Background: an optimization exercise with open tools, aiming at small area, a short achievable clock period and few clock cycles. Do not read the settings as production practice. Function was checked by simulation only, so behaviour that the tests miss may differ from the original.

==> flow/design.v <==
module r62_idcodec (
    input  wire         clk,
    input  wire         rst,         
    input  wire         start,       
    input  wire         op,          
    input  wire [63:0]  now_ms,      
    input  wire [63:0]  ent_in,      
    input  wire [31:0]  len_in,      
    input  wire [175:0] text_in,     
    output wire         ready,
    output reg          done,
    output reg          gen_err,     
    output wire [2:0]   pstat,       
    output wire [127:0] val_out,     
    output wire [175:0] text_out,    
    output wire [63:0]  tsms_out,    
    output reg  [4:0]   errpos,      
    output reg  [7:0]   errchr       
);
    localparam [63:0] EPOCH_MS = 64'd1577836800000;   
    localparam [15:0] CRC_RES  = 16'h84CF;            
    localparam integer K     = 4;           
    localparam integer NSTEP = 128 / K;     
    localparam integer NDATA = 112 / K;     
    localparam integer TS0   = 80 / K;      
    localparam [2:0] PS_OK       = 3'd1,
                     PS_BAD_LEN  = 3'd2,
                     PS_BAD_FMT  = 3'd3,
                     PS_DEC_ERR  = 3'd4,
                     PS_BAD_CRC  = 3'd5;
    localparam [1:0] S_IDLE = 2'd0,
                     S_GEN  = 2'd1,
                     S_PREP = 2'd2,
                     S_PAR  = 2'd3;
    reg [1:0]   state;
    reg [4:0]   cnt;
    reg [127:0] val;
    reg [131:0] dig;       
    reg [15:0]  crc;       
    reg [2:0]   pk;        
    reg         tcy;       
    reg [11:0]  tcin;      
    reg         ovf;       
    reg         crc_ok;    
    assign ready   = (state == S_IDLE);
    assign val_out = val;
    function [6:0] digit_of;    
        input [7:0] c;
        reg   [7:0] d;
        begin
            if (c >= 8'h30 && c <= 8'h39)      begin d = c - 8'h30;          digit_of = {1'b0, d[5:0]}; end
            else if (c >= 8'h41 && c <= 8'h5A) begin d = c - 8'h41 + 8'd10; digit_of = {1'b0, d[5:0]}; end
            else if (c >= 8'h61 && c <= 8'h7A) begin d = c - 8'h61 + 8'd36; digit_of = {1'b0, d[5:0]}; end
            else                               begin d = 8'h00;              digit_of = 7'h40;          end
        end
    endfunction
    function [7:0] sym_of;
        input [5:0] d;
        begin
            if (d < 6'd10)      sym_of = 8'h30 + {2'b00, d};
            else if (d < 6'd36) sym_of = 8'h41 + {2'b00, d} - 8'd10;
            else                sym_of = 8'h61 + {2'b00, d} - 8'd36;
        end
    endfunction
    function [6:0] dbl;
        input [5:0] d;
        input       cin;
        reg         a1, a2, a3, a4, ge;
        begin
            a1  = d[1] & d[0];
            a2  = (d[2] & d[1]) & d[0];
            a3  = (d[3] & d[2]) & (d[1] & d[0]);
            a4  = (d[4] & d[3]) & ((d[2] & d[1]) & d[0]);
            ge  = d[5] | a4;                          
            dbl = {ge,
                   ge ? (d[4] ^ a3)   : d[4],
                   ge ? (d[3] ^ a2)   : d[3],
                   ge ? (d[2] ^ a1)   : d[2],
                   ge ? (d[1] ^ d[0]) : d[1],
                   ~(d[0] ^ ~ge),
                   cin};
        end
    endfunction
    function [5:0] hlv;
        input [5:0] d;
        input       p;
        reg   [4:0] x;
        reg         o1, o2, o3, o4;
        begin
            x   = d[5:1];
            o1  = x[1] | x[0];
            o2  = (x[2] | x[1]) | x[0];
            o3  = (x[3] | x[2]) | (x[1] | x[0]);
            o4  = (x[4] | x[3]) | ((x[2] | x[1]) | x[0]);
            hlv = {p & o4,
                   p ? ~(x[4] ^ o3)   : x[4],
                   p ? ~(x[3] ^ o2)   : x[3],
                   p ? ~(x[2] ^ o1)   : x[2],
                   p ? ~(x[1] ^ x[0]) : x[1],
                   x[0] ^ p};
        end
    endfunction
    wire [64:0] elapsed = {now_ms[63], now_ms} - {1'b0, EPOCH_MS};
    wire        ts_bad  = elapsed[64] | (|elapsed[63:48]);
    wire        len_bad = (len_in != 32'd22);
    wire [131:0] in_lo;
    wire [43:0]  in_hi;
    genvar t;
    generate
        for (t = 0; t < 22; t = t + 1) begin : g_in
            assign in_lo[131-6*t -: 6] = text_in[173-8*t -: 6];
            assign in_hi[43-2*t -: 2]  = text_in[175-8*t -: 2];
        end
    endgenerate
    wire [131:0] pr_dig;
    wire [21:0]  pr_inv;
    wire [175:0] pr_chr;
    generate
        for (t = 0; t < 22; t = t + 1) begin : g_pr
            wire [6:0] dc;
            assign pr_chr[175-8*t -: 8] = {val[43-2*t -: 2], dig[131-6*t -: 6]};
            assign dc = digit_of(pr_chr[175-8*t -: 8]);
            assign pr_dig[131-6*t -: 6] = dc[5:0];
            assign pr_inv[t] = dc[6];
        end
    endgenerate
    reg  [4:0] pr_pos;
    reg  [7:0] pr_c;
    reg        seen;
    integer    i;
    always @* begin
        pr_pos = 5'd0;
        pr_c   = 8'd0;
        seen   = 1'b0;
        for (i = 0; i < 22; i = i + 1) begin
            if (pr_inv[i] && !seen) begin
                pr_pos = i;
                pr_c   = pr_chr[175-8*i -: 8];
            end
            seen = seen | pr_inv[i];
        end
    end
    wire [K-1:0] feed = (cnt < NDATA) ? val[127 -: K] : crc[15 -: K];
    wire [131:0] gst [0:K];
    wire [22:0]  gcy [0:K-1];
    wire [15:0]  gcr [0:K];
    assign gst[0] = dig;
    assign gcr[0] = crc;
    genvar s;
    generate
        for (s = 0; s < K; s = s + 1) begin : g_gs
            assign gcy[s][22] = feed[K-1-s];
            assign gcr[s+1]   = {gcr[s][14:0], 1'b0} ^
                                ((gcr[s][15] ^ feed[K-1-s]) ? 16'h1021 : 16'h0000);
            for (t = 0; t < 22; t = t + 1) begin : g_gd
                wire [6:0] q;
                assign q = dbl(gst[s][131-6*t -: 6], gcy[s][t+1]);
                assign gst[s+1][131-6*t -: 6] = q[5:0];
                assign gcy[s][t] = q[6];
            end
        end
    endgenerate
    wire [131:0] pst [0:K];
    wire [22:0]  pbr [0:K-1];
    wire [15:0]  pcr [0:K];
    wire [K-1:0] pbit;
    assign pst[0] = dig;
    assign pcr[0] = crc;
    generate
        for (s = 0; s < K; s = s + 1) begin : g_ps
            wire [15:0] r;
            assign pbr[s][0] = 1'b0;
            for (t = 0; t < 22; t = t + 1) begin : g_pd
                assign pst[s+1][131-6*t -: 6] = hlv(pst[s][131-6*t -: 6], pbr[s][t]);
                assign pbr[s][t+1] = pst[s][131-6*t-5];
            end
            assign pbit[s]  = pbr[s][22];
            assign r        = pcr[s] ^ {15'd0, pbit[s]};
            assign pcr[s+1] = r[0] ? ({1'b0, r[15:1]} ^ 16'h8810) : {1'b0, r[15:1]};
        end
    endgenerate
    wire [3:0] ep_grp  = EPOCH_MS[4*(cnt - TS0) +: 4];
    wire       tc_in   = (cnt == TS0) ? 1'b0 : tcy;
    wire [4:0] tc_sum  = {1'b0, pbit} + {1'b0, ep_grp} + {4'd0, tc_in};
    assign pstat = (pk != 3'd0) ? pk : ovf ? PS_DEC_ERR :
                   crc_ok ? PS_OK : PS_BAD_CRC;
    generate
        for (t = 0; t < 12; t = t + 1) begin : g_ts
            wire [4:0] gs;
            assign gs = {1'b0, val[80+4*t +: 4]} + {1'b0, EPOCH_MS[4*t +: 4]} + {4'd0, tcin[t]};
            assign tsms_out[4*t +: 4] = gs[3:0];
            if (t == 11) begin : g_top
                assign tsms_out[48] = gs[4];
            end
        end
        for (t = 0; t < 22; t = t + 1) begin : g_txt
            assign text_out[175-8*t -: 8] = sym_of(dig[131-6*t -: 6]);
        end
    endgenerate
    assign tsms_out[63:49] = 15'd0;
    always @(posedge clk) begin
        if (rst) begin
            state <= S_IDLE;
            done  <= 1'b0;
        end else begin
            done <= 1'b0;
            case (state)
            S_IDLE: begin
                if (start) state <= op ? S_PREP : S_GEN;
            end
            S_GEN: begin
                if (gen_err || cnt == NSTEP - 1) begin
                    done  <= 1'b1;
                    state <= S_IDLE;
                end
            end
            S_PREP: begin
                if (pk != 3'd0 || (|pr_inv)) begin
                    done  <= 1'b1;
                    state <= S_IDLE;
                end else begin
                    state <= S_PAR;
                end
            end
            default: begin    
                if (cnt == NSTEP - 1) begin
                    done  <= 1'b1;
                    state <= S_IDLE;
                end
            end
            endcase
        end
    end
    always @(posedge clk) begin
        errpos <= pr_pos;
        errchr <= pr_c;
        tcy    <= tc_sum[4];
        tcin   <= {tc_in, tcin[11:1]};
        ovf    <= (|dig[131:6]) | (|dig[5:K]);
        crc_ok <= (pcr[K] == CRC_RES);
        case (state)
        S_IDLE: begin
            gen_err <= ts_bad;
            pk      <= len_bad ? PS_BAD_LEN : 3'd0;
            val     <= {elapsed[47:0], ent_in[63:28], op ? in_hi : {ent_in[27:0], 16'h0000}};
            dig     <= op ? in_lo : 132'd0;
            crc     <= 16'hFFFF;
            cnt     <= 5'd0;
        end
        S_GEN: begin
            crc <= gcr[K];
            dig <= gst[K];
            val <= {val[127-K:0], feed};
            cnt <= cnt + 5'd1;
        end
        S_PREP: begin
            if (pk == 3'd0 && (|pr_inv)) pk <= PS_BAD_FMT;
            crc <= 16'h0000;
            dig <= pr_dig;
            val <= {pbit, val[127:K]};    
            cnt <= 5'd0;
        end
        default: begin    
            crc <= pcr[K];
            dig <= pst[K];
            val <= {pbit, val[127:K]};
            cnt <= cnt + 5'd1;
        end
        endcase
    end
endmodule
==> flow/run.sh <==
#!/bin/bash
# synth_recipe.tcl (not shown) runs the flow's synth.tcl, then flattens the netlist and writes it again
# the make line also repeats each setting of config.mk as NAME=value (left out here)
make -C /OpenROAD-flow-scripts/flow DESIGN_CONFIG=/design/flow/config.mk WORK_HOME=/design/flow/orfs CLKGATE_MAP_FILE= SYNTH_SCRIPT=/design/flow/synth_recipe.tcl finish
==> flow/config.mk <==
export PLATFORM = sky130hd
export DESIGN_NAME = r62_idcodec
export DESIGN_NICKNAME = r62_idcodec
export VERILOG_FILES = /design/flow/design.v
export SDC_FILE = /design/flow/constraint.sdc
export NUM_CORES = 4
export LEC_CHECK = 0
export CAP_MARGIN = 20
export CORE_MARGIN = 2
export CORE_UTILIZATION = 40
export SLEW_MARGIN = 20
==> flow/constraint.sdc <==
create_clock -name core_clock -period 12.0 [get_ports {clk}]
set_input_delay 2.4000 -clock core_clock [delete_from_list [all_inputs] [get_ports {clk}]]
set_output_delay 2.4000 -clock core_clock [all_outputs]
set_load 0.01 [all_outputs]
==> results.txt, run 1 <==
status=no timing/DRC/antenna violations; Die H=373 um; Top Family by Delay on Critical Path=buffers and inverters; root buffer cell=clkbuf_16; Worst setup EP type=output pin; Worst Reg-to-Reg Cells=13; post-route ant nets=0; Nets=8589; Seq cells post-synth=315; number of global-route vias before repair=56.8k; Tightest Hold Check Type=flip-flop to flip-flop; CP Class=flip-flop to output pin; Gate Count Post-Synth=7434; Worst Tran Pin Value=1290 ps; critical-path cell list=nor2_1 -> inv_1 -> a21oi_1 -> a21oi_1 -> o22a_1 -> nor2_1 -> xnor2_1 -> mux2i_1 -> clkdlybuf4s50_1; Initial Utilization=0.402; hold path depth=0; post-synth top area share=0.0967; layout cells sized above 1=0.0605; minimum clock period=6780 ps; asr flop ratio synth=0; clock latency at the later pin of the worst-skew pair=700 ps; # hold bufs at CTS=0; clock-pin slew on the worst setup and hold paths=70 ps; Initial DRC Count=7704; MaxCap Viol Count=0; via count=62.4k; antenna violations before repair=30; Critical Path Stages=9; Core Util, Final=0.473; Req. time, crit path=9600 ps; Tcrit/Tclk final=0.565; CP max-delay cell=mux2i_1; Top FF cell, synth=dfxtp_1; Post-synth EDFFs=91; Mapped Avg Cell Area=7.31 um2; Fin. Hold Viols=0; drt wl/cell=26.8 um; Slew Viols, Final=0; CP Max Fanout=22; post-cts gate resize count=0; DIE WIDTH=373 um; core area=135000 um2; CP Buf/Inv Count=2; final WL=258000 um; TritonCTS sink count=315; pre-CTS setup slack=5960 ps; top cells by count, synth=743 x nand2_1, 543 x a21oi_1, 511 x o21ai_0; global router's overall resource usage=0.351; htree depth=2; die area=139000 um2; GRT overflow=0; setup_tns=0 ps; IO Pins=727; clk_skew=51.6 ps; synth-to-layout area growth=17.6%; Fmax achieved=148 MHz; DRC viols=0; CTS Buf Count=48; number of port buffers=689; relative slew slack=0.138; Startpoint Class=flip-flop; first-pass GRT wire length=372000 um; DR vias/cell=6.46; synth warn=1; Crit path arrival time=4380 ps; register area share after synthesis=0.133; most numerous cell in the Yosys netlist=nand2_1; clock tree from TritonCTS=yes; Setup Buffers After CTS=0; endpoints failing setup=0; synth unique cells=150; CP max stage delay=790 ps; Detail Placement HPWL=203000 um; Pre-antenna DRT Iters=7; row cnt=135; RSZ-0062 raised after global routing=no; PnR worst setup slack=5220 ps; Clock Path Buffers=3; Cell Area, Synth=54300 um2; largest net degree at the start of global routing=79; gp weighted congestion=1.01; area leader, netlist=ha_1; ranking of synthesized cells by area=ha_1 9.7%, dfxtp_1 8.3%, xnor2_1 7.0%, nand2_1 5.1%, edfxtp_1 5.0%
[cells by family after synthesis]
kind of cell             count (synthesis)  share of synthesized area
AND/OR/NAND/NOR                       2437                      0.228
buffers and inverters                  892                     0.0696
flip-flops                             315                      0.133
XOR/XNOR                               651                      0.105
other                                    1                  0.0000690
adder cells (fa/ha/maj)                420                     0.0967
AO/OA/AOI/OAI                         2502                      0.327
multiplexers                           216                     0.0411
[registers in the layout, indices dropped and copies added (netlist names)]
name,count
tcin,12
val,128
crc_ok,1
tcy,1
errpos,5
crc,16
state,2
ovf,1
dig,132
errchr,8
gen_err,1
pk,2
done,1
cnt,5
[per-stage QoR]
| step | hold slack (ps) | instances | area, um2 |
|---|---|---|---|
| after CTS | 350 | 9648 | 63900 |
| after global routing | 363 | 9649 | 63900 |
| final | 349 | 9651 | 63900 |
| after detailed placement | 336 | 9559 | 62200 |
| after global placement | 341 | 9559 | 62200 |
| after floorplan | 331 | 7470 | 54500 |
[worst paths after layout]
kind              slack (ps)               from           endpoint
hold / removal           350    tcin[8]$_DFF_P_    tcin[7]$_DFF_P_
setup reg to reg        5840  dig[36]$_DFFE_PP_  errchr[4]$_DFF_P_
hold reg to reg          350    tcin[8]$_DFF_P_    tcin[7]$_DFF_P_
setup / recovery        5220  dig[98]$_DFFE_PP_      text_out[133]
[cells in the final DEF (no fill, tap or decap), drive strengths merged, types with 178 or more instances in the layout]
cell,instances
o21ai,563
nor2,488
nand2,744
xor2,216
clkdlybuf4s50,688
dfxtp,224
inv,401
a21oi,548
nand3,209
nor3,178
a22oi,209
xnor2,435
ha,420
[worst register-to-register path: stages (launching register included)]
cell	delay [ps]
edfxtp_1	1030
clkinv_1	600
ha_1	450
nor4b_1	190
a311o_1	420
o2bb2ai_1	460
o32ai_2	320
nor3_4	250
nand4_1	190
nor2_1	590
nand4_1	610
o221ai_1	530
a21oi_1	170
o21bai_1	250
[final cells by class]
class,instances,area (um2)
Fill cell,13500,71200
Clock inverter,24,263
Timing Repair Buffer,783,7590
Inverter,418,1570
Clock buffer,65,1450
Antenna cell,2,5.00
Sequential cell,315,7220
Tap cell,1781,2230
Multi-Input combinational cell,6263,43600
[per-layer routing]
layer	up-vias	routed length, um	global-route usage
met5	-	194	0
met4	26	15300	0.180
met3	565	25500	0.0688
met2	3293	114000	0.557
met1	29900	103000	0.451
li1	28500	-	-
Testbench counts, summed over its fixed seeds: cycles 10,728.
==> run 2: changes to the inputs <==
--- a/flow/design.v
+++ b/flow/design.v
@@ -48,8 +48,10 @@
         input [7:0] c;
-        reg   [7:0] d;
-        begin
-            if (c >= 8'h30 && c <= 8'h39)      begin d = c - 8'h30;          digit_of = {1'b0, d[5:0]}; end
-            else if (c >= 8'h41 && c <= 8'h5A) begin d = c - 8'h41 + 8'd10; digit_of = {1'b0, d[5:0]}; end
-            else if (c >= 8'h61 && c <= 8'h7A) begin d = c - 8'h61 + 8'd36; digit_of = {1'b0, d[5:0]}; end
-            else                               begin d = 8'h00;              digit_of = 7'h40;          end
+        begin
+            digit_of[6] = (c[7]) | (~c[6] & ~c[5]) | (~c[6] & ~c[4]) | (c[4] & c[3] & c[2]) | (c[4] & c[3] & c[1] & c[0]) | (~c[4] & ~c[3] & ~c[2] & ~c[1] & ~c[0]) | (~c[6] & c[3] & c[1]);
+            digit_of[0] = (c[6] & ~c[0]) | (~c[6] & c[0]);
+            digit_of[1] = (c[5] & c[1] & c[0]) | (~c[5] & ~c[1] & c[0]) | (~c[5] & c[1] & ~c[0]) | (c[6] & c[5] & ~c[1] & ~c[0]) | (~c[6] & c[1]);
+            digit_of[2] = (c[2] & ~c[1] & ~c[0]) | (c[6] & c[5] & ~c[2] & c[1]) | (c[6] & c[5] & ~c[2] & c[0]) | (~c[6] & c[2]) | (~c[5] & c[2] & ~c[0]) | (~c[5] & c[2] & ~c[1]) | (c[6] & ~c[2] & c[1] & c[0]);
+            digit_of[3] = (c[5] & c[3] & ~c[2]) | (~c[5] & ~c[3] & ~c[1]) | (~c[5] & ~c[3] & ~c[2]) | (c[6] & c[5] & ~c[3] & c[2] & c[1]) | (~c[5] & ~c[3] & ~c[0]) | (c[6] & ~c[3] & c[2] & ~c[1] & c[0]) | (c[5] & c[3] & ~c[1] & ~c[0]) | (~c[5] & c[3] & c[2] & c[1] & c[0]);
+            digit_of[4] = (c[6] & c[5] & c[4]) | (~c[5] & ~c[4] & c[3]) | (~c[5] & c[4] & ~c[3] & ~c[2]) | (c[3] & c[2] & c[0]) | (~c[5] & c[4] & ~c[3] & ~c[0]) | (c[3] & c[2] & c[1]) | (c[6] & c[4] & c[2] & ~c[1]) | (~c[5] & ~c[4] & c[2] & c[1] & c[0]);
+            digit_of[5] = (c[6] & c[5]) | (c[6] & c[4] & c[3]) | (~c[5] & c[4] & c[2] & c[1] & c[0]);
         end
@@ -59,5 +61,10 @@
         begin
-            if (d < 6'd10)      sym_of = 8'h30 + {2'b00, d};
-            else if (d < 6'd36) sym_of = 8'h41 + {2'b00, d} - 8'd10;
-            else                sym_of = 8'h61 + {2'b00, d} - 8'd36;
+            sym_of[0] = (d[4] & ~d[0]) | (d[5] & ~d[0]) | (~d[5] & ~d[4] & ~d[3] & d[0]) | (d[3] & d[1] & ~d[0]) | (d[3] & d[2] & ~d[0]) | (~d[5] & ~d[4] & ~d[2] & ~d[1] & d[0]);
+            sym_of[1] = (~d[5] & d[1] & d[0]) | (d[5] & d[3] & ~d[1] & d[0]) | (~d[5] & d[4] & ~d[1] & ~d[0]) | (d[5] & d[3] & d[1] & ~d[0]) | (d[5] & d[4] & ~d[1] & d[0]) | (d[5] & d[4] & d[1] & ~d[0]) | (~d[5] & ~d[4] & ~d[3] & d[1]) | (d[5] & d[2] & ~d[1] & d[0]) | (d[5] & d[2] & d[1] & ~d[0]) | (~d[5] & d[3] & d[2] & ~d[1] & ~d[0]) | (~d[4] & ~d[3] & ~d[2] & d[1] & d[0]) | (d[5] & ~d[4] & ~d[3] & ~d[2] & ~d[1] & ~d[0]);
+            sym_of[2] = (~d[5] & d[2] & d[0]) | (~d[5] & d[2] & d[1]) | (d[5] & d[3] & ~d[2] & ~d[1]) | (d[2] & d[1] & d[0]) | (d[5] & d[4] & ~d[2] & ~d[0]) | (d[4] & ~d[2] & ~d[1] & ~d[0]) | (d[5] & ~d[2] & ~d[1] & ~d[0]) | (~d[5] & ~d[4] & ~d[3] & d[2]) | (d[5] & d[3] & ~d[2] & ~d[0]) | (d[5] & d[4] & ~d[2] & ~d[1]);
+            sym_of[3] = (d[5] & d[3] & d[2]) | (~d[5] & d[4] & ~d[3] & d[0]) | (d[5] & d[3] & d[1] & d[0]) | (~d[5] & d[4] & ~d[3] & d[2]) | (d[5] & ~d[4] & ~d[3] & ~d[2] & d[1]) | (d[5] & d[4] & ~d[3] & ~d[2] & ~d[1]) | (~d[5] & ~d[4] & d[3] & ~d[2] & ~d[1]) | (d[4] & ~d[3] & ~d[2] & d[1] & ~d[0]) | (d[5] & ~d[3] & ~d[2] & ~d[1] & d[0]) | (~d[5] & d[3] & ~d[2] & ~d[1] & ~d[0]);
+            sym_of[4] = (~d[5] & ~d[4] & ~d[3]) | (d[4] & d[3] & d[0]) | (d[5] & d[4] & d[2]) | (~d[4] & ~d[3] & ~d[2]) | (d[4] & d[3] & d[1]) | (~d[5] & ~d[4] & ~d[2] & ~d[1]) | (d[5] & d[4] & d[3]) | (d[4] & d[3] & d[2]) | (d[5] & d[4] & d[1] & d[0]);
+            sym_of[5] = (d[5] & d[4]) | (d[5] & d[3]) | (~d[5] & ~d[4] & ~d[3]) | (d[5] & d[2]) | (~d[4] & d[3] & ~d[2] & ~d[1]);
+            sym_of[6] = (d[5]) | (d[4]) | (d[3] & d[2]) | (d[3] & d[1]);
+            sym_of[7] = 1'b0;
         end
==> flow/flow/run.sh (new file) <==
#!/bin/bash
set -euo pipefail
export SETUP_SLACK_MARGIN=7
bash standard.sh > standard.log 2>&1
==> flow/standard.sh (new file) <==
#!/bin/bash
# synth_recipe.tcl (not shown) runs the flow's synth.tcl, then flattens the netlist and writes it again
# the make line also repeats each setting of config.mk as NAME=value (left out here)
make -C /OpenROAD-flow-scripts/flow DESIGN_CONFIG=/design/flow/config.mk WORK_HOME=/design/flow/orfs CLKGATE_MAP_FILE= SYNTH_SCRIPT=/design/flow/synth_recipe.tcl "${@:-finish}"
removed: flow/run.sh
==> run 2 against run 1 <==
Still clean on timing, DRC and antenna. Worst setup slack gained 1800 ps. Sequential share of layout area decreased by 1.5 points. Critical endpoint is now text_out[130]. Largest cell class unchanged.
==> results.txt, run 2 <==
status=no timing/DRC/antenna violations (unchanged); Core Util, Final=0.494 (was 0.473); CP Class=flip-flop to output pin (unchanged); DIE WIDTH=371 um (was 373 um); gp weighted congestion=0.979 (was 1.01); Detail Placement HPWL=188000 um (was 203000 um); ranking of synthesized cells by area=dfxtp_1 12%, ha_1 6.4%, o21ai_0 6.0%, nand2_1 5.8%, a21oi_1 5.4% (was ha_1 9.7%, dfxtp_1 8.3%, xnor2_1 7.0%, nand2_1 5.1%, edfxtp_1 5.0%); DRC viols=0 (unchanged); first-pass GRT wire length=371000 um (was 372000 um); Req. time, crit path=9600 ps (about the same); largest net degree at the start of global routing=147 (was 79); clock latency at the later pin of the worst-skew pair=680 ps (was 700 ps); Hold Slack=356 ps (was 349 ps); Clock Path Buffers=3 (unchanged); clock tree from TritonCTS=yes (unchanged); Initial Utilization=0.403 (was 0.402); Nets=8842 (was 8589); clock-pin slew on the worst setup and hold paths=60 ps (was 70 ps); Gate Count Post-Synth=7869 (was 7434); Fin. Hold Viols=0 (unchanged); global router's overall resource usage=0.347 (was 0.351); setup_tns=0 ps (unchanged); CP Max Fanout=29 (was 22); top cells by count, synth=826 x nand2_1, 644 x o21ai_0, 578 x a21oi_1 (was 743 x nand2_1, 543 x a21oi_1, 511 x o21ai_0); most numerous cell in the Yosys netlist=nand2_1 (unchanged); layout cells sized above 1=0.0961 (was 0.0605); Area after DPL=61700 um2 (was 62200 um2); most common cell after layout, fill and taps aside=nand2_1 (unchanged); Slew Viols, Final=0 (unchanged); post-route ant nets=0 (unchanged); Seq cells post-synth=315 (unchanged); synth unique cells=121 (was 150); RSZ-0062 raised after global routing=yes (was no); antenna violations before repair=17 (was 30); IO Pins=727 (unchanged); endpoints failing setup=0 (unchanged); Most flops, register=dig (unchanged); Tcrit/Tclk final=0.419 (was 0.565); number of global-route vias before repair=58.5k (was 56.8k); synth warn=1 (unchanged); Top FF cell, synth=dfxtp_1 (unchanged); htree depth=2 (unchanged); core area=133000 um2 (was 135000 um2); # hold bufs at CTS=0 (unchanged); Worst Tran Pin Value=1170 ps (was 1290 ps); Crit path arrival time=2630 ps (was 4380 ps); area leader, netlist=dfxtp_1 (was ha_1); number of port buffers=689 (unchanged); Regs by FF count=dig x132, val x128, crc x16 (unchanged); Die H=371 um (was 373 um); Fmax achieved=199 MHz (was 148 MHz); CTS Buf Count=48 (unchanged); Startpoint Class=flip-flop (unchanged); DR vias/cell=6.58 (was 6.46); asr flop ratio synth=0 (unchanged); row cnt=134 (was 135); relative slew slack=0.213 (was 0.138); TritonCTS sink count=315 (unchanged); root buffer cell=clkbuf_16 (unchanged); register area share after synthesis=0.118 (was 0.133); minimum clock period=5030 ps (was 6780 ps); area of the multi-input gates=44400 um2 (was 43600 um2); post-layout instance area=66000 um2 (was 63900 um2); GRT overflow=0 (unchanged); Reg area=6470 um2 (was 7220 um2); die area=137000 um2 (was 139000 um2); MaxCap Viol Count=0 (unchanged); Pre-antenna DRT Iters=9 (was 7); most frequent cells in the layout=818 x nand2_1, 625 x clkdlybuf4s50_1, 624 x o21ai_0 (was 743 x nand2_1, 688 x clkdlybuf4s50_1, 543 x a21oi_1); clk_skew=23.0 ps (was 51.6 ps); via count=66.0k (was 62.4k); synth-to-layout area growth=22.7% (was 17.6%); Mapped Avg Cell Area=6.83 um2 (was 7.31 um2); Filler cells=13.5k (about the same); post-synth top area share=0.116 (was 0.0967); Tightest Hold Check Type=flip-flop to flip-flop (unchanged); Worst setup EP type=output pin (unchanged); max FFs per register=132 (unchanged); Initial DRC Count=8360 (was 7704); final WL=255000 um (was 258000 um); drt wl/cell=25.5 um (was 26.8 um); Cell Area, Synth=53700 um2 (was 54300 um2); Post-synth EDFFs=3 (was 91)
==> run 2: worst paths after layout <==
path	startpoint	to	slack (ps)	depth (start not counted)
max	dig[98]$_DFF_P_	text_out[130]	6970	6
max reg2reg	dig[68]$_DFF_P_	dig[77]$_DFF_P_	7220	16
min	tcin[10]$_DFF_P_	tcin[9]$_DFF_P_	360	0
min reg2reg	tcin[10]$_DFF_P_	tcin[9]$_DFF_P_	360	0
==> run 2: kinds of logic (layout without fill, tap and decap cells) <==
logic type	count (synthesis)	in the layout	share of synthesized area
AOI/OAI and AO/OA	2916	2916	0.373
xor gates and xnor gates	522	522	0.0856
adders and majority gates	280	280	0.0649
buffers and inverters	994	1355	0.0742
DFF	315	315	0.118
muxes	174	174	0.0338
other	1	38	0.0000698
and+or+nand+nor	2667	2667	0.251
==> run 2: critical path: stages (launching register included) <==
cell and delay (ps):
dfxtp_1 310, buf_4 320, clkinvlp_4 260, nor2_1 200
a21oi_1 120, nand3_1 190, clkdlybuf4s50_1 560
==> run 2: metal layers <==
metal	vias up	track usage	wire length [um]
li1	30500	-	-
met5	-	0	136
met1	31500	0.447	103000
met4	22	0.184	15400
met3	568	0.0676	24500
met2	3432	0.543	112000
==> run 2: what timing repair did <==
item,CTS,global route
gates resized for setup,449,137
hold endpoints to repair,0,0
buffers inserted,37,17
pin swaps,17,8
setup endpoints to repair,142,83
cloned,7,10
==> run 2: layout make-up <==
cell class / instances / area share
Sequential cell: 315 / 0.0981
Tap cell: 1768 / 0.0335
Multi-Input combinational cell: 6596 / 0.673
Inverter: 334 / 0.0211
Antenna cell: 1 / 0.0000379
Clock buffer: 61 / 0.0203
Clock inverter: 27 / 0.00486
Timing Repair Buffer: 933 / 0.149
==> run 2: through the flow <==
stage | std cells | setup slack, ps
2_1_floorplan | 7905 | 7020
3_5_place_dp | 9875 | 6260
3_3_place_gp | 9875 | 6170
4_1_cts | 10000 | 6990
6_report | 10000 | 6970
5_1_grt | 10000 | 6920
Testbench counts of run 2, summed over its fixed seeds: cycles 10,728.
==> run 3: changes to the inputs <==
--- a/flow/design.v
+++ b/flow/design.v
@@ -112,5 +112,14 @@
     wire        len_bad = (len_in != 32'd22);
+    genvar t;
+    genvar s;
+    wire [15:0] hcr [0:K];
+    assign hcr[0] = 16'hFFFF;
+    generate
+        for (s = 0; s < K; s = s + 1) begin : g_hs
+            assign hcr[s+1] = {hcr[s][14:0], 1'b0} ^
+                              ((hcr[s][15] ^ elapsed[47-s]) ? 16'h1021 : 16'h0000);
+        end
+    endgenerate
     wire [131:0] in_lo;
     wire [43:0]  in_hi;
-    genvar t;
     generate
@@ -155,3 +164,2 @@
     assign gcr[0] = crc;
-    genvar s;
     generate
@@ -173,3 +181,3 @@
     wire [K-1:0] pbit;
-    assign pst[0] = dig;
+    assign pst[0] = (state == S_PREP) ? pr_dig : dig;
     assign pcr[0] = crc;
@@ -251,6 +259,9 @@
             pk      <= len_bad ? PS_BAD_LEN : 3'd0;
-            val     <= {elapsed[47:0], ent_in[63:28], op ? in_hi : {ent_in[27:0], 16'h0000}};
-            dig     <= op ? in_lo : 132'd0;
-            crc     <= 16'hFFFF;
-            cnt     <= 5'd0;
+            val     <= {elapsed[43:0], ent_in[63:24],
+                        op ? in_hi[43:20] : ent_in[23:0],
+                        in_hi[19:4],
+                        op ? in_hi[3:0] : elapsed[47:44]};
+            dig     <= op ? in_lo : {128'd0, elapsed[47:44]};
+            crc     <= op ? 16'h0000 : hcr[K];
+            cnt     <= {4'd0, ~op};
         end
@@ -262,8 +273,8 @@
         end
-        S_PREP: begin
+        S_PREP: begin    
             if (pk == 3'd0 && (|pr_inv)) pk <= PS_BAD_FMT;
-            crc <= 16'h0000;
-            dig <= pr_dig;
-            val <= {pbit, val[127:K]};    
-            cnt <= 5'd0;
+            crc <= pcr[K];
+            dig <= pst[K];
+            val <= {pbit, val[127:K]};
+            cnt <= cnt + 5'd1;
         end
==> flow/flow/run.sh (replaced) <==
#!/bin/bash
set -euo pipefail
export SETUP_SLACK_MARGIN=7
export BUFFER_PORTS_ARGS="-buffer_cell sky130_fd_sc_hd__buf_1"
bash standard.sh > standard.log 2>&1
--- a/flow/config.mk
+++ b/flow/config.mk
@@ -9,3 +9,3 @@
 export CORE_MARGIN = 2
-export CORE_UTILIZATION = 40
+export CORE_UTILIZATION = 55
 export SLEW_MARGIN = 20
==> run 3 against run 2 <==
Cell count is 7.7% lower. Critical endpoint is now text_out[90]. Sequential share of layout area is 1.4 points higher. Cell area is 13% lower. Utilization is 11 points higher. First-iteration DRC count is 5.0% higher. Global-route usage is 6.8 points higher. Worst setup slack better by 1.1 ps. Non-clock buffer count is 98 lower.
==> results.txt, run 3 <==
pre-CTS setup slack=5780 ps (was 6260 ps); most numerous cell in the Yosys netlist=nand2_1 (unchanged); Tcrit/Tclk final=0.419 (about the same); PnR worst setup slack=6980 ps (was 6970 ps); minimum clock period=5020 ps (was 5030 ps); IO Pins=727 (unchanged); Mapped Avg Cell Area=6.86 um2 (was 6.83 um2); Post-Synth XOR/XNOR Area=0.0927 (was 0.0856); Detail Placement HPWL=162000 um (was 188000 um); most common cell after layout, fill and taps aside=nand2_1 (unchanged); clock-pin slew on the worst setup and hold paths=60 ps (about the same); largest net degree at the start of global routing=135 (was 147); core area=94600 um2 (was 133000 um2); Worst Reg-to-Reg Cells=13 (was 16); Area after DPL=54700 um2 (was 61700 um2); synth-to-layout area growth=9.64% (was 22.7%); placed cell count=9139 (was 9875); area of the multi-input gates=42400 um2 (was 44400 um2); Cell Area, Synth=52300 um2 (was 53700 um2); asr flop ratio synth=0 (unchanged); endpoints failing setup=0 (unchanged); area leader, netlist=dfxtp_1 (unchanged); r2r setup slk=7020 ps (was 7220 ps); post-synthesis adder-cell area fraction=0.0572 (was 0.0649); Tightest Hold Check Type=flip-flop to flip-flop (unchanged); most frequent cells in the layout=845 x nand2_1, 686 x buf_1, 577 x o21ai_0 (was 818 x nand2_1, 625 x clkdlybuf4s50_1, 624 x o21ai_0); CP Max Fanout=35 (was 29); Slew Viols, Final=0 (unchanged); Post-synth EDFFs=3 (unchanged); Startpoint Class=flip-flop (unchanged); Nets=8528 (was 8842); register area share after synthesis=0.121 (was 0.118); number of port buffers=689 (unchanged); MaxCap Viol Count=0 (unchanged); Fin. Hold Viols=0 (unchanged); clk_skew=47.8 ps (was 23.0 ps); relative slew slack=0.282 (was 0.213); Clock Path Buffers=3 (unchanged); synth unique cells=132 (was 121); post-layout instance area=57400 um2 (was 66000 um2); clock tree from TritonCTS=yes (unchanged); Most flops, register=dig (unchanged); status=no timing/DRC/antenna violations (unchanged); antenna violations before repair=15 (was 17); r2r endpoint=errchr[3]$_DFF_P_ (was dig[77]$_DFF_P_); largest family of logic cells by synthesized area=compound AO/OA/AOI/OAI gates (unchanged); DR vias/cell=6.76 (was 6.58); CP endpoint=text_out[90] (was text_out[130]); Filler cells=9166 (was 13.5k); top cells by count, synth=848 x nand2_1, 583 x o21ai_0, 551 x a21oi_1 (was 826 x nand2_1, 644 x o21ai_0, 578 x a21oi_1); ranking of synthesized cells by area=dfxtp_1 12%, nand2_1 6.1%, xnor2_1 5.8%, o21ai_0 5.6%, ha_1 5.5% (was dfxtp_1 12%, ha_1 6.4%, o21ai_0 6.0%, nand2_1 5.8%, a21oi_1 5.4%); CTS Buf Count=44 (was 48); final WL=220000 um (was 255000 um); Post-Layout Cell Count=9264 (was 10.0k); hold path depth=0 (unchanged); max FFs per register=132 (unchanged); Worst Tran Pin Value=1070 ps (was 1170 ps); Compound-Gate Fraction of Synth Area=0.361 (was 0.373); Initial DRC Count=8776 (was 8360); htree depth=2 (unchanged); Reg area=6430 um2 (was 6470 um2); Regs by FF count=dig x132, val x128, crc x16 (unchanged); layout cells sized above 1=0.0782 (was 0.0961); GRT overflow=0 (unchanged); first-pass GRT wire length=322000 um (was 371000 um); Seq cells post-synth=315 (unchanged); drt wl/cell=23.7 um (was 25.5 um); multiplexer area fraction after synthesis=0.0369 (was 0.0338); Top FF cell, synth=dfxtp_1 (unchanged); RSZ-0062 raised after global routing=yes (unchanged); Crit path arrival time=2620 ps (was 2630 ps); Initial Utilization=0.553 (was 0.403); CP Class=flip-flop to output pin (unchanged); DIE WIDTH=312 um (was 371 um); Reg2Reg Launch Point=dig[127]$_DFF_P_ (was dig[68]$_DFF_P_); Worst setup EP type=output pin (unchanged); Req. time, crit path=9600 ps (about the same); number of global-route vias before repair=53.2k (was 58.5k); TritonCTS sink count=315 (unchanged); gp weighted congestion=1.04 (was 0.979); Core Util, Final=0.607 (was 0.494); synth warn=1 (unchanged); Post-Synth Simple-Gate Area=0.251 (about the same); Gate Count Post-Synth=7632 (was 7869); row cnt=113 (was 134); Fmax achieved=199 MHz (about the same); setup_tns=0 ps (unchanged); post-synth top area share=0.119 (was 0.116); root buffer cell=clkbuf_16 (unchanged); clock latency at the later pin of the worst-skew pair=680 ps (about the same); Pre-antenna DRT Iters=8 (was 9); Die H=312 um (was 371 um); global router's overall resource usage=0.415 (was 0.347); post-route ant nets=0 (unchanged); via count=62.7k (was 66.0k); DRC viols=0 (unchanged); die area=97600 um2 (was 137000 um2); CP startpoint=dig[71]$_DFF_P_ (was dig[98]$_DFF_P_)
## run 3: cell count changes after synthesis, sizes merged, moves of 42 or more
cell,before,now
xor2,235,164
o21ai,682,638
buf,234,319
clkbuf,426,274
xnor2,285,364
o211ai,141,93
nand4,147,89
ha,274,232
## run 3: cells by family after synthesis
group                      count (synthesis)
AOI/OAI and AO/OA                       2788
xor gates and xnor gates                 531
adders and majority gates                241
buffers and inverters                    950
DFF                                      315
muxes                                    185
other                                      1
and+or+nand+nor                         2621
## run 3: stage by stage
stage          hold WS [ps]
2_1_floorplan           331
3_3_place_gp            336
3_5_place_dp            342
4_1_cts                 356
5_1_grt                 360
6_report                356
## run 3: worst max-delay path, cell delays in order (launching register included)
cell and delay [ps]:
dfxtp_1 320, buf_4 340, clkinv_1 340, nand2_1 120, o21ai_0 110, a221oi_2 500
buf_1 210
## run 3: area by class of cell
type | instances | area share
Multi-Input combinational cell | 6403 | 0.739
Sequential cell | 315 | 0.112
Timing Repair Buffer | 835 | 0.0685
Tap cell | 1265 | 0.0276
Inverter | 357 | 0.0246
Clock buffer | 53 | 0.0210
Clock inverter | 28 | 0.00696
Antenna cell | 8 | 0.000349
## run 3: metal layers
layer,global-route usage,share of wire
met1,0.577,0.41
met2,0.608,0.42
met3,0.0877,0.12
met4,0.194,0.052
met5,0,0.00024
## run 3: worst min path at each step
stage | from | endpoint | slack, ps
finish | tcin[1]$_DFF_P_ | tcin[0]$_DFF_P_ | 360
detailed placement | tcin[5]$_DFF_P_ | tcin[4]$_DFF_P_ | 340
CTS | tcin[2]$_DFF_P_ | tcin[1]$_DFF_P_ | 360
floorplan | tcin[7]$_DFF_P_ | tcin[6]$_DFF_P_ | 330
global placement | tcin[1]$_DFF_P_ | tcin[0]$_DFF_P_ | 340
global route | tcin[8]$_DFF_P_ | tcin[7]$_DFF_P_ | 360
## run 3: what timing repair did
action,CTS,global route
setup buffers,5,26
pin swaps,2,8
hold buffers,0,0
hold endpoints to repair,0,0
endpoints found under the setup margin,185,114
resized for setup,87,99
gates cloned,1,3
Testbench counts of run 3, summed over its fixed seeds: cycles 10,408.
==> run 4: changes to the inputs <==
==> flow/flow/run.sh (replaced) <==
#!/bin/bash
set -euo pipefail
export SETUP_SLACK_MARGIN=7.5
export BUFFER_PORTS_ARGS="-buffer_cell sky130_fd_sc_hd__buf_1"
bash standard.sh > standard.log 2>&1
==> run 4 against run 3 <==
Still clean on timing, DRC and antenna. Global-route usage rose by 3.3 points. Die area stayed put. Cell count grew 5.0%. Clock skew up 1.1 ps. Cell area rose by 17%. Area after synthesis is the same. Wire length up 11%. Fmax rose by 6.8%. Worst setup slack better by 320 ps. Utilization up 10 points.
==> results.txt, run 4 <==
status=no timing/DRC/antenna violations (unchanged); Mapped Avg Cell Area=6.86 um2 (unchanged); critical-path cell list=buf_12 -> nor2_4 -> buf_4 -> buf_6 -> o21ai_0 -> a31oi_4 -> buf_2 (was buf_4 -> clkinv_1 -> nand2_1 -> o21ai_0 -> a221oi_2 -> buf_1); largest family of logic cells by synthesized area=compound AO/OA/AOI/OAI gates (unchanged); Req. time, crit path=9600 ps (about the same); Seq cells post-synth=315 (unchanged); Fin. Hold Viols=0 (unchanged); Reg area=6750 um2 (was 6430 um2); Gate Count Post-Synth=7632 (unchanged); Worst Tran Pin Value=1170 ps (was 1070 ps); Filler cells=7865 (was 9166); post-layout instance area=67000 um2 (was 57400 um2); TritonCTS sink count=315 (unchanged); IO Pins=727 (unchanged); CP max-delay cell=a31oi_4 (was a221oi_2); GRT overflow=0 (unchanged); clock tree from TritonCTS=yes (unchanged); hold path depth=0 (unchanged); Top FF cell, synth=dfxtp_1 (unchanged); Worst setup EP type=output pin (unchanged); final WL=244000 um (was 220000 um); Regs by FF count=dig x132, val x128, crc x16 (unchanged); Critical Path Stages=7 (was 6); Crit path arrival time=2300 ps (was 2620 ps); MaxCap Viol Count=0 (unchanged); number of port buffers=689 (unchanged); most frequent cells in the layout=809 x nand2_1, 615 x buf_1, 506 x o21ai_0 (was 845 x nand2_1, 686 x buf_1, 577 x o21ai_0); setup_tns=0 ps (unchanged); minimum clock period=4700 ps (was 5020 ps); clock-pin slew on the worst setup and hold paths=60 ps (about the same); DRC viols=0 (unchanged); Clock Path Buffers=3 (unchanged); die area=97600 um2 (unchanged); Nets=8985 (was 8528); core area=94600 um2 (unchanged); CP Buf/Inv Count=4 (was 3); synth warn=1 (unchanged); Compound-Gate Fraction of Synth Area=0.361 (unchanged); Post-Synth XOR/XNOR Area=0.0927 (unchanged); DIE WIDTH=312 um (unchanged); htree depth=2 (unchanged); most common cell after layout, fill and taps aside=nand2_1 (unchanged); post-synth top area share=0.119 (unchanged); Detail Placement HPWL=161000 um (was 162000 um); CTS Buf Count=43 (was 44); Initial DRC Count=10.8k (was 8776); CP Max Fanout=6 (was 35); Most flops, register=dig (unchanged); largest net degree at the start of global routing=161 (was 135); Cell Area, Synth=52300 um2 (unchanged); Tcrit/Tclk final=0.392 (was 0.419); drt wl/cell=25.1 um (was 23.7 um); max FFs per register=132 (unchanged); Worst Reg-to-Reg Cells=14 (was 13); Pre-antenna DRT Iters=13 (was 8); synth-to-layout area growth=28.0% (was 9.64%); Post-synth EDFFs=3 (unchanged); area of the multi-input gates=45200 um2 (was 42400 um2); Hold Slack=357 ps (was 356 ps); Die H=312 um (unchanged); via count=67.9k (was 62.7k); clk_skew=48.9 ps (was 47.8 ps); DR vias/cell=6.97 (was 6.76); endpoints failing setup=0 (unchanged); layout cells sized above 1=0.202 (was 0.0782); multiplexer area fraction after synthesis=0.0369 (unchanged); asr flop ratio synth=0 (unchanged); clock latency at the later pin of the worst-skew pair=680 ps (about the same); Area after DPL=54800 um2 (was 54700 um2); Fmax achieved=213 MHz (was 199 MHz); CP max stage delay=360 ps (was 500 ps); register area share after synthesis=0.121 (unchanged); Slew Viols, Final=0 (unchanged); Top Family by Delay on Critical Path=buffers and inverters (unchanged); post-synthesis adder-cell area fraction=0.0572 (unchanged); ranking of synthesized cells by area=dfxtp_1 12%, nand2_1 6.1%, xnor2_1 5.8%, o21ai_0 5.6%, ha_1 5.5% (unchanged); post-route ant nets=0 (unchanged); number of global-route vias before repair=58.4k (was 53.2k); root buffer cell=clkbuf_16 (unchanged); Tightest Hold Check Type=flip-flop to flip-flop (unchanged); CP Class=flip-flop to output pin (unchanged); area leader, netlist=dfxtp_1 (unchanged); Startpoint Class=flip-flop (unchanged); Post-Synth Simple-Gate Area=0.251 (unchanged); first-pass GRT wire length=349000 um (was 322000 um); antenna violations before repair=27 (was 15); top cells by count, synth=848 x nand2_1, 583 x o21ai_0, 551 x a21oi_1 (unchanged); Initial Utilization=0.553 (unchanged); global router's overall resource usage=0.448 (was 0.415); most numerous cell in the Yosys netlist=nand2_1 (unchanged); RSZ-0062 raised after global routing=yes (unchanged); relative slew slack=0.220 (was 0.282); synth unique cells=132 (unchanged); # hold bufs at CTS=0 (unchanged); gp weighted congestion=1.06 (was 1.04); row cnt=113 (unchanged)
## run 4: cell types whose count changed in the layout (fill, tap and decap cells not counted), moves of 40 or more
| cell | before | now |
|---|---|---|
| nor2_1 | 483 | 426 |
| o21ai_0 | 577 | 506 |
| bufbuf_16 | 1 | 55 |
| buf_1 | 686 | 615 |
| xnor2_1 | 333 | 291 |
| dfxtp_4 | 12 | 103 |
| dfxtp_1 | 261 | 188 |
| a21oi_2 | 6 | 54 |
| buf_4 | 120 | 403 |
| a21oi_1 | 548 | 497 |
| buf_2 | 0 | 56 |
| buf_12 | 5 | 79 |
| o21ai_1 | 50 | 90 |
## run 4: area by class of cell
cell class | instances | share of cell area
Timing Repair inverter | 1 | 0.000131
Tap cell | 1265 | 0.0236
Inverter | 357 | 0.0232
Sequential cell | 315 | 0.101
Multi-Input combinational cell | 6403 | 0.674
Clock buffer | 57 | 0.0185
Clock inverter | 21 | 0.00415
Timing Repair Buffer | 1292 | 0.155
Antenna cell | 19 | 0.000710
## run 4: through the flow
step                setup slack (ps)  instances   util
finish                          7300       9730  0.708
global route                    7290       9722  0.708
CTS                             7390       9515  0.664
detailed placement              5740       9142  0.580
global placement                5880       9142  0.580
floorplan                       7010       7668      -
## run 4: kinds of logic after synthesis
family                     after synthesis
buffers and inverters                  950
xor gates and xnor gates               531
and+or+nand+nor                       2621
DFF                                    315
AOI/OAI and AO/OA                     2788
adders and majority gates              241
other                                    1
muxes                                  185
## run 4: worst reg2reg max path, stage by stage, from the launching register on
cell	delay, ps
dfxtp_4	350
buf_4	140
bufbuf_16	280
o21a_1	210
a32oi_1	320
nand2_1	350
nor2_1	560
nor3_1	190
a2111oi_2	510
a31oi_1	190
a2111oi_4	450
nor4_2	140
a211oi_1	370
o21a_1	240
a21oi_1	110
## run 4: timing repair
item / 4_1_cts / 5_1_grt
pin swaps: 88 / 166
cloned: 58 / 26
buffers inserted: 237 / 169
resized for setup: 835 / 525
setup endpoints to repair: 303 / 229
## run 4: metal layers
layer,GRT usage,part of all wire,vias to the layer above
met3,0.125,0.14,999
met1,0.587,0.38,31800
met4,0.226,0.062,22
met2,0.670,0.42,4913
met5,0,0.0012,-
li1,-,-,30100
## run 4: worst paths after layout
kind | start | end | slack [ps]
hold / removal | tcin[4]$_DFF_P_ | tcin[3]$_DFF_P_ | 360
setup / recovery | dig[75]$_DFF_P_ | text_out[98] | 7300
hold reg to reg | tcin[4]$_DFF_P_ | tcin[3]$_DFF_P_ | 360
setup reg to reg | dig[80]$_DFF_P_ | errchr[2]$_DFF_P_ | 7390
==> run 5: changes to the inputs <==
--- a/flow/design.v
+++ b/flow/design.v
@@ -30,7 +30,8 @@
                      PS_BAD_CRC  = 3'd5;
-    localparam [1:0] S_IDLE = 2'd0,
-                     S_GEN  = 2'd1,
-                     S_PREP = 2'd2,
-                     S_PAR  = 2'd3;
-    reg [1:0]   state;
+    localparam [2:0] S_IDLE = 3'd0,
+                     S_GEN  = 3'd1,
+                     S_PREP = 3'd2,
+                     S_PAR  = 3'd3,
+                     S_FIN  = 3'd4;    
+    reg [2:0]   state;
     reg [4:0]   cnt;
@@ -38,2 +39,3 @@
     reg [131:0] dig;       
+    reg [21:0]  chr6;      
     reg [15:0]  crc;       
@@ -181,3 +183,3 @@
     wire [K-1:0] pbit;
-    assign pst[0] = (state == S_PREP) ? pr_dig : dig;
+    assign pst[0] = dig;
     assign pcr[0] = crc;
@@ -211,3 +213,5 @@
         for (t = 0; t < 22; t = t + 1) begin : g_txt
-            assign text_out[175-8*t -: 8] = sym_of(dig[131-6*t -: 6]);
+            assign sym[175-8*t -: 8]      = sym_of(dig[131-6*t -: 6]);
+            assign sym_lo[131-6*t -: 6]   = sym[173-8*t -: 6];
+            assign text_out[175-8*t -: 8] = {1'b0, chr6[21-t], dig[131-6*t -: 6]};
         end
@@ -215,2 +219,10 @@
     assign tsms_out[63:49] = 15'd0;
+    wire [175:0] sym;
+    wire [131:0] sym_lo;
+    wire [21:0]  sym6;
+    generate
+        for (t = 0; t < 22; t = t + 1) begin : g_s6
+            assign sym6[21-t] = sym[174-8*t];
+        end
+    endgenerate
     always @(posedge clk) begin
@@ -226,7 +238,13 @@
             S_GEN: begin
-                if (gen_err || cnt == NSTEP - 1) begin
+                if (gen_err) begin
                     done  <= 1'b1;
                     state <= S_IDLE;
+                end else if (cnt == NSTEP - 1) begin
+                    state <= S_FIN;
                 end
             end
+            S_FIN: begin
+                done  <= 1'b1;
+                state <= S_IDLE;
+            end
             S_PREP: begin
@@ -239,3 +257,3 @@
             end
-            default: begin    
+            S_PAR: begin
                 if (cnt == NSTEP - 1) begin
@@ -245,2 +263,3 @@
             end
+            default: state <= S_IDLE;
             endcase
@@ -251,2 +270,3 @@
         errchr <= pr_c;
+        chr6   <= sym6;
         tcy    <= tc_sum[4];
@@ -264,3 +284,3 @@
             dig     <= op ? in_lo : {128'd0, elapsed[47:44]};
-            crc     <= op ? 16'h0000 : hcr[K];
+            crc     <= hcr[K];
             cnt     <= {4'd0, ~op};
@@ -273,7 +293,13 @@
         end
-        S_PREP: begin    
+        S_PREP: begin
             if (pk == 3'd0 && (|pr_inv)) pk <= PS_BAD_FMT;
-            crc <= pcr[K];
-            dig <= pst[K];
-            val <= {pbit, val[127:K]};
+            crc <= 16'h0000;
+            dig <= pr_dig;
+            val <= {pbit, val[127:K]};    
+            cnt <= 5'd0;
+        end
+        S_FIN: begin    
+            crc <= gcr[K];
+            dig <= sym_lo;
+            val <= val;
             cnt <= cnt + 5'd1;
==> flow/flow/run.sh (replaced) <==
#!/bin/bash
set -euo pipefail
export SETUP_SLACK_MARGIN=7.7
export BUFFER_PORTS_ARGS="-buffer_cell sky130_fd_sc_hd__buf_1"
bash standard.sh > standard.log 2>&1
==> run 5 against run 4 <==
Still clean. Utilization down 8.2 points. Fmax up 0.14%. Worst setup slack better by 6.5 ps. Via count down 3.1%. Critical path type is now primary input to flip-flop. Critical endpoint is now gen_err$_DFFE_PP_.
==> results.txt, run 5 <==
most frequent cells in the layout=859 x nand2_1, 748 x o21ai_0, 672 x a21oi_1 (was 809 x nand2_1, 615 x buf_1, 506 x o21ai_0); synth warn=1 (unchanged); CP Class=primary input to flip-flop (was flip-flop to output pin); Tcrit/Tclk final=0.391 (was 0.392); core area=98600 um2 (was 94600 um2); Nets=8823 (was 8985); MaxCap Viol Count=0 (unchanged); first-pass GRT wire length=344000 um (was 349000 um); row cnt=115 (was 113); DIE WIDTH=319 um (was 312 um); Req. time, crit path=12400 ps (was 9600 ps); Fmax achieved=213 MHz (about the same); Hold Slack=363 ps (was 357 ps); Fin. Hold Viols=0 (unchanged); Tightest Hold Check Type=flip-flop to flip-flop (unchanged); number of global-route vias before repair=57.4k (was 58.4k); Startpoint Class=primary input (was flip-flop); DRC viols=0 (unchanged); final WL=232000 um (was 244000 um); CP max stage delay=430 ps (was 360 ps); via count=65.7k (was 67.9k); post-route ant nets=0 (unchanged); Initial Utilization=0.555 (was 0.553); area leader, netlist=dfxtp_1 (unchanged); register area share after synthesis=0.148 (was 0.121); drt wl/cell=24.3 um (was 25.1 um); most frequent CP cell=or3_4; antenna violations before repair=9 (was 27); Top FF cell, synth=dfxtp_1 (unchanged); TritonCTS sink count=338 (was 315); clock-pin slew on the worst setup and hold paths=60 ps (about the same); relative slew slack=0.266 (was 0.220); clock tree from TritonCTS=yes (unchanged); Gate Count Post-Synth=7822 (was 7632); post-synth top area share=0.0757 (was 0.119); critical-path cell list=buf_6 -> or3_4 -> nor4_4 -> nor2b_4 -> nand2_2 -> or3_4 -> nor4b_4 -> or3b_4 -> nor2_4 -> xnor2_1 -> nand4_1 -> a2111o_1 (was buf_12 -> nor2_4 -> buf_4 -> buf_6 -> o21ai_0 -> a31oi_4 -> buf_2); Post-synth EDFFs=131 (was 3); asr flop ratio synth=0 (unchanged); Worst Tran Pin Value=1100 ps (was 1170 ps); RSZ-0062 raised after global routing=yes (unchanged); Seq cells post-synth=338 (was 315); Slew Viols, Final=0 (unchanged); synth unique cells=135 (was 132); global router's overall resource usage=0.423 (was 0.448); CP max-delay cell=or3b_4 (was a31oi_4); Worst setup EP type=flip-flop (was output pin); die area=102000 um2 (was 97600 um2); most numerous cell in the Yosys netlist=nand2_1 (unchanged); Detail Placement HPWL=168000 um (was 161000 um); ranking of synthesized cells by area=dfxtp_1 7.6%, edfxtp_1 7.2%, o21ai_0 7.0%, a21oi_1 6.3%, ha_1 6.2% (was dfxtp_1 12%, nand2_1 6.1%, xnor2_1 5.8%, o21ai_0 5.6%, ha_1 5.5%); max FFs per register=132 (unchanged); Regs by FF count=dig x132, val x128, chr6 x22 (was dig x132, val x128, crc x16); number of port buffers=689 (unchanged); GRT overflow=0 (unchanged); gp weighted congestion=0.986 (was 1.06); status=no timing/DRC/antenna violations (unchanged); clk_skew=24.0 ps (was 48.9 ps); DR vias/cell=6.88 (was 6.97); layout cells sized above 1=0.108 (was 0.202); minimum clock period=4700 ps (about the same); root buffer cell=clkbuf_16 (unchanged); CTS Buf Count=48 (was 43); Most flops, register=dig (unchanged); largest net degree at the start of global routing=189 (was 161); endpoints failing setup=0 (unchanged); Mapped Avg Cell Area=7.00 um2 (was 6.86 um2); clock latency at the later pin of the worst-skew pair=660 ps (was 680 ps); Initial DRC Count=8829 (was 10.8k); # hold bufs at CTS=0 (unchanged); Clock Path Buffers=3 (unchanged); most common cell after layout, fill and taps aside=nand2_1 (unchanged); Die H=319 um (was 312 um); CP Max Fanout=2 (was 6); IO Pins=727 (unchanged); synth-to-layout area growth=12.7% (was 28.0%); htree depth=2 (unchanged); setup_tns=0 ps (unchanged); Cell Area, Synth=54700 um2 (was 52300 um2); top cells by count, synth=865 x nand2_1, 766 x o21ai_0, 687 x a21oi_1 (was 848 x nand2_1, 583 x o21ai_0, 551 x a21oi_1); Crit path arrival time=5100 ps (was 2300 ps); Pre-antenna DRT Iters=9 (was 13)
[run 5: kinds of logic after synthesis]
logic type | Yosys count | synth area share
xor+xnor | 506 | 0.0810
buf+inv | 932 | 0.0697
compound gates | 2892 | 0.350
mux | 276 | 0.0524
flops | 338 | 0.148
simple gates | 2600 | 0.236
other cells | 1 | 0.0000685
fa+ha+maj | 277 | 0.0630
[run 5: stage by stage]
step / cells / instance area (um2) / util / worst slack, ps
floorplan: 7858 / 55000 / - / 6690
global placement: 9374 / 57900 / 0.588 / 6320
detailed placement: 9374 / 57900 / 0.588 / 6290
CTS: 9496 / 60300 / 0.611 / 7370
global route: 9545 / 61600 / 0.625 / 7220
finish: 9548 / 61700 / 0.626 / 7300
[run 5: layer usage]
| metal | track usage | vias to the layer above | share of wire |
|---|---|---|---|
| met4 | 0.224 | 6 | 0.059 |
| met5 | 0 | - | 0.00017 |
| met1 | 0.559 | 30900 | 0.40 |
| li1 | - | 30200 | - |
| met2 | 0.642 | 3944 | 0.43 |
| met3 | 0.0933 | 679 | 0.12 |
[run 5: worst paths after layout]
check	depth (start not counted)	slack [ps]	to	startpoint
max reg2reg	13	7820	dig[81]$_DFF_P_	dig[81]$_DFF_P_
min	0	360	tcin[7]$_DFF_P_	tcin[8]$_DFF_P_
max	12	7300	gen_err$_DFFE_PP_	now_ms[43]
min reg2reg	0	360	tcin[7]$_DFF_P_	tcin[8]$_DFF_P_
[run 5: what timing repair did]
item / in CTS / in global routing
setup endpoints to repair: 250 / 167
gates resized for setup: 104 / 245
pin swaps: 15 / 17
buffers inserted: 32 / 44
[run 5: worst max-delay path, delay by kind of cell]
family | cells | cell delay, ps
AOI/OAI and AO/OA | 1 | 360
xor gates and xnor gates | 1 | 120
buffers and inverters | 1 | 90
and+or+nand+nor | 9 | 2100
[run 5: layout make-up]
type	count	area, um2
Multi-Input combinational cell	6588	44200
Fill cell	9357	36900
Sequential cell	338	8150
Timing Repair Buffer	944	4690
Tap cell	1287	1610
Clock buffer	56	1280
Inverter	293	1210
Clock inverter	34	443
Antenna cell	8	20.0
Testbench counts of run 5, summed over its fixed seeds: cycles 10,728.
==> run 6: changes to the inputs <==
--- a/flow/design.v
+++ b/flow/design.v
@@ -111,3 +111,24 @@
     endfunction
-    wire [64:0] elapsed = {now_ms[63], now_ms} - {1'b0, EPOCH_MS};
+    localparam [64:0] NEG_EPOCH = ~{1'b0, EPOCH_MS} + 65'd1;
+    wire [64:0] el_a = {now_ms[63], now_ms};
+    wire [64:0] el_g [0:7];
+    wire [64:0] el_p [0:7];
+    assign el_g[0] = el_a & NEG_EPOCH;
+    assign el_p[0] = el_a | NEG_EPOCH;
+    genvar lv, bt;
+    generate
+        for (lv = 0; lv < 7; lv = lv + 1) begin : g_lv
+            for (bt = 0; bt < 65; bt = bt + 1) begin : g_bt
+                if ((bt >> lv) & 1) begin : g_cmb
+                    assign el_g[lv+1][bt] = el_g[lv][bt] |
+                        (el_p[lv][bt] & el_g[lv][((bt >> lv) << lv) - 1]);
+                    assign el_p[lv+1][bt] = el_p[lv][bt] & el_p[lv][((bt >> lv) << lv) - 1];
+                end else begin : g_pass
+                    assign el_g[lv+1][bt] = el_g[lv][bt];
+                    assign el_p[lv+1][bt] = el_p[lv][bt];
+                end
+            end
+        end
+    endgenerate
+    wire [64:0] elapsed = el_a ^ NEG_EPOCH ^ {el_g[7][63:0], 1'b0};
     wire        ts_bad  = elapsed[64] | (|elapsed[63:48]);
==> run 6 against run 5 <==
Cell area down 0.17%. Clock skew up 24 ps. Cell count up 0.42%. Hold slack worse by 8.3 ps. Critical path depth unchanged. Via count up 0.67%. Critical path type unchanged. Highest routed layer unchanged.
==> results.txt, run 6 <==
status=no timing/DRC/antenna violations (unchanged); Top Family by Delay on Critical Path=compound AO/OA/AOI/OAI gates (was simple AND/OR/NAND/NOR gates); first-pass GRT wire length=344000 um (about the same); die area=102000 um2 (about the same); max FFs per register=132 (unchanged); final WL=235000 um (was 232000 um); DR vias/cell=6.90 (was 6.88); Mapped Avg Cell Area=6.98 um2 (was 7.00 um2); synth-to-layout area growth=12.1% (was 12.7%); clk_skew=48.0 ps (was 24.0 ps); Req. time, crit path=12370 ps (was 12400 ps); Seq cells post-synth=338 (unchanged); post-route ant nets=0 (unchanged); most numerous cell in the Yosys netlist=nand2_1 (unchanged); Initial DRC Count=8705 (was 8829); minimum clock period=4590 ps (was 4700 ps); Post-synth EDFFs=131 (unchanged); CP max-delay cell=or4_4 (was or3b_4); Worst setup EP type=flip-flop (unchanged); Tightest Hold Check Type=flip-flop to flip-flop (unchanged); area leader, netlist=dfxtp_1 (unchanged); Startpoint Class=primary input (unchanged); Slew Viols, Final=0 (unchanged); most frequent cells in the layout=882 x nand2_1, 785 x o21ai_0, 668 x buf_1 (was 859 x nand2_1, 748 x o21ai_0, 672 x a21oi_1); Die H=320 um (was 319 um); TritonCTS sink count=338 (unchanged); Crit path arrival time=4960 ps (was 5100 ps); gp weighted congestion=1.00 (was 0.986); synth warn=1 (unchanged); synth unique cells=133 (was 135); DRC viols=0 (unchanged); row cnt=115 (unchanged); via count=66.2k (was 65.7k); most common cell after layout, fill and taps aside=nand2_1 (unchanged); core area=98700 um2 (was 98600 um2); register area share after synthesis=0.147 (was 0.148); layout cells sized above 1=0.104 (was 0.108); clock latency at the later pin of the worst-skew pair=680 ps (was 660 ps); DIE WIDTH=320 um (was 319 um); Top FF cell, synth=dfxtp_1 (unchanged); Regs by FF count=dig x132, val x128, chr6 x22 (unchanged); post-synthesis adder-cell area fraction=0.0633 (was 0.0630); root buffer cell=clkbuf_16 (unchanged); top cells by count, synth=886 x nand2_1, 795 x o21ai_0, 658 x a21oi_1 (was 865 x nand2_1, 766 x o21ai_0, 687 x a21oi_1); relative slew slack=0.214 (was 0.266); htree depth=2 (unchanged); Fin. Hold Viols=0 (unchanged); Initial Utilization=0.556 (was 0.555); ranking of synthesized cells by area=dfxtp_1 7.5%, o21ai_0 7.2%, edfxtp_1 7.2%, ha_1 6.2%, nand2_1 6.1% (was dfxtp_1 7.6%, edfxtp_1 7.2%, o21ai_0 7.0%, a21oi_1 6.3%, ha_1 6.2%)
## run 6: cell count changes in the layout (fill, tap and decap cells not counted), moves of 16 or more
cell      before  now
inv_1        224  243
o31a_1         6   23
nand2_1      859  882
and2_1        63   42
nor2_1       506  522
nand3_1      254  238
xnor2_1      250  271
clkbuf_1       4   20
o21ai_0      748  785
a21o_1        72   49
a211oi_1      91   69
a21oi_1      672  651
## run 6: cell type report
cell class | count | area [um2]
Antenna cell | 12 | 30.0
Clock buffer | 75 | 1370
Clock inverter | 14 | 130
Fill cell | 9393 | 37200
Inverter | 311 | 1250
Multi-Input combinational cell | 6591 | 44100
Sequential cell | 338 | 8130
Tap cell | 1287 | 1610
Timing Repair Buffer | 960 | 4960
## run 6: cells by family (layout without fill, tap and decap cells)
group	count (synthesis)	count (layout)
compound gates	2911	2912
xor+xnor	515	515
fa+ha+maj	279	279
buf+inv	972	1360
flops	338	338
mux	262	262
other cells	1	49
simple gates	2586	2586
## run 6: path summary, 6_finish.rpt
kind / endpoint / cells past startpoint / startpoint / slack, ps
worst max register to register: errchr[0]$_DFF_P_ / 13 / dig[131]$_DFF_P_ / 7780
worst min-delay path: tcin[9]$_DFF_P_ / 0 / tcin[10]$_DFF_P_ / 350
worst min register to register: tcin[9]$_DFF_P_ / 0 / tcin[10]$_DFF_P_ / 350
worst max-delay path: val[1]$_DFFE_PN_ / 12 / now_ms[12] / 7410
## run 6: timing repair
action | 4_1_cts | 5_1_grt
setup buffers | 33 | 65
cloned | 0 | 5
setup endpoints to repair | 157 | 175
gates resized for setup | 105 | 223
pin swaps | 18 | 31
## run 6: layer usage
| metal | track usage | up-vias | share of wire |
|---|---|---|---|
| li1 | - | 30300 | - |
| met1 | 0.541 | 31000 | 0.38 |
| met2 | 0.646 | 4100 | 0.43 |
| met3 | 0.0990 | 736 | 0.12 |
| met4 | 0.233 | 18 | 0.066 |
| met5 | 0 | - | 0.00050 |
## run 6: per-stage QoR
stage                     utilization  instances  hold WS [ps]  worst slack (ps)
after detailed placement        0.586       9384           343              6410
after CTS                       0.608       9506           351              7220
final                           0.624       9588           355              7410
after floorplan                     -       7900           331              6890
after global placement          0.586       9383           339              6490
after global routing            0.623       9580           362              7360
Testbench counts of run 6, summed over its fixed seeds: cycles 10,728.

[re-timing with driven ports]
Ports are ideal in the flow. The routed layouts listed here were re-timed in OpenROAD.
Step 1 (the two cells are an assumption about what drives the block):
set clk [get_ports {clk}]
set_driving_cell -lib_cell sky130_fd_sc_hd__clkbuf_16 $clk
set_driving_cell -lib_cell sky130_fd_sc_hd__buf_2 [delete_from_list [all_inputs] $clk]
Step 2 times the ports against the registers' clock, not the clock port: input delays grow and output delays shrink by t, the midpoint of the rising clock arrivals with the driver on.
a / b / c = ideal / step 1 / step 2; a / b = the first two.
run	t, ns	setup slack, ns	clock arrival spread, ns	slew at the worst register clock pin (ns)	cell pins on the clock port's net
run 1	0.758	5.225 / 5.139 / 5.842	0.052 / 0.051	0.07 / 0.07	1
run 2	0.753	6.975 / 6.892 / 6.432	0.026 / 0.026	0.08 / 0.08	1
run 3	0.728	6.976 / 6.901 / 6.547	0.050 / 0.050	0.07 / 0.07	1
run 4	0.740	7.296 / 7.213 / 6.756	0.051 / 0.051	0.07 / 0.07	1
run 5	0.728	7.302 / 7.335 / 6.607	0.024 / 0.024	0.07 / 0.07	1
run 6	0.741	7.409 / 7.441 / 6.700	0.048 / 0.048	0.07 / 0.07	1
After both steps setup and hold are still met in every run listed. The setup slack of run 6, which loses most, moves by +0.032 ns with the drivers and by -0.709 ns with both steps.
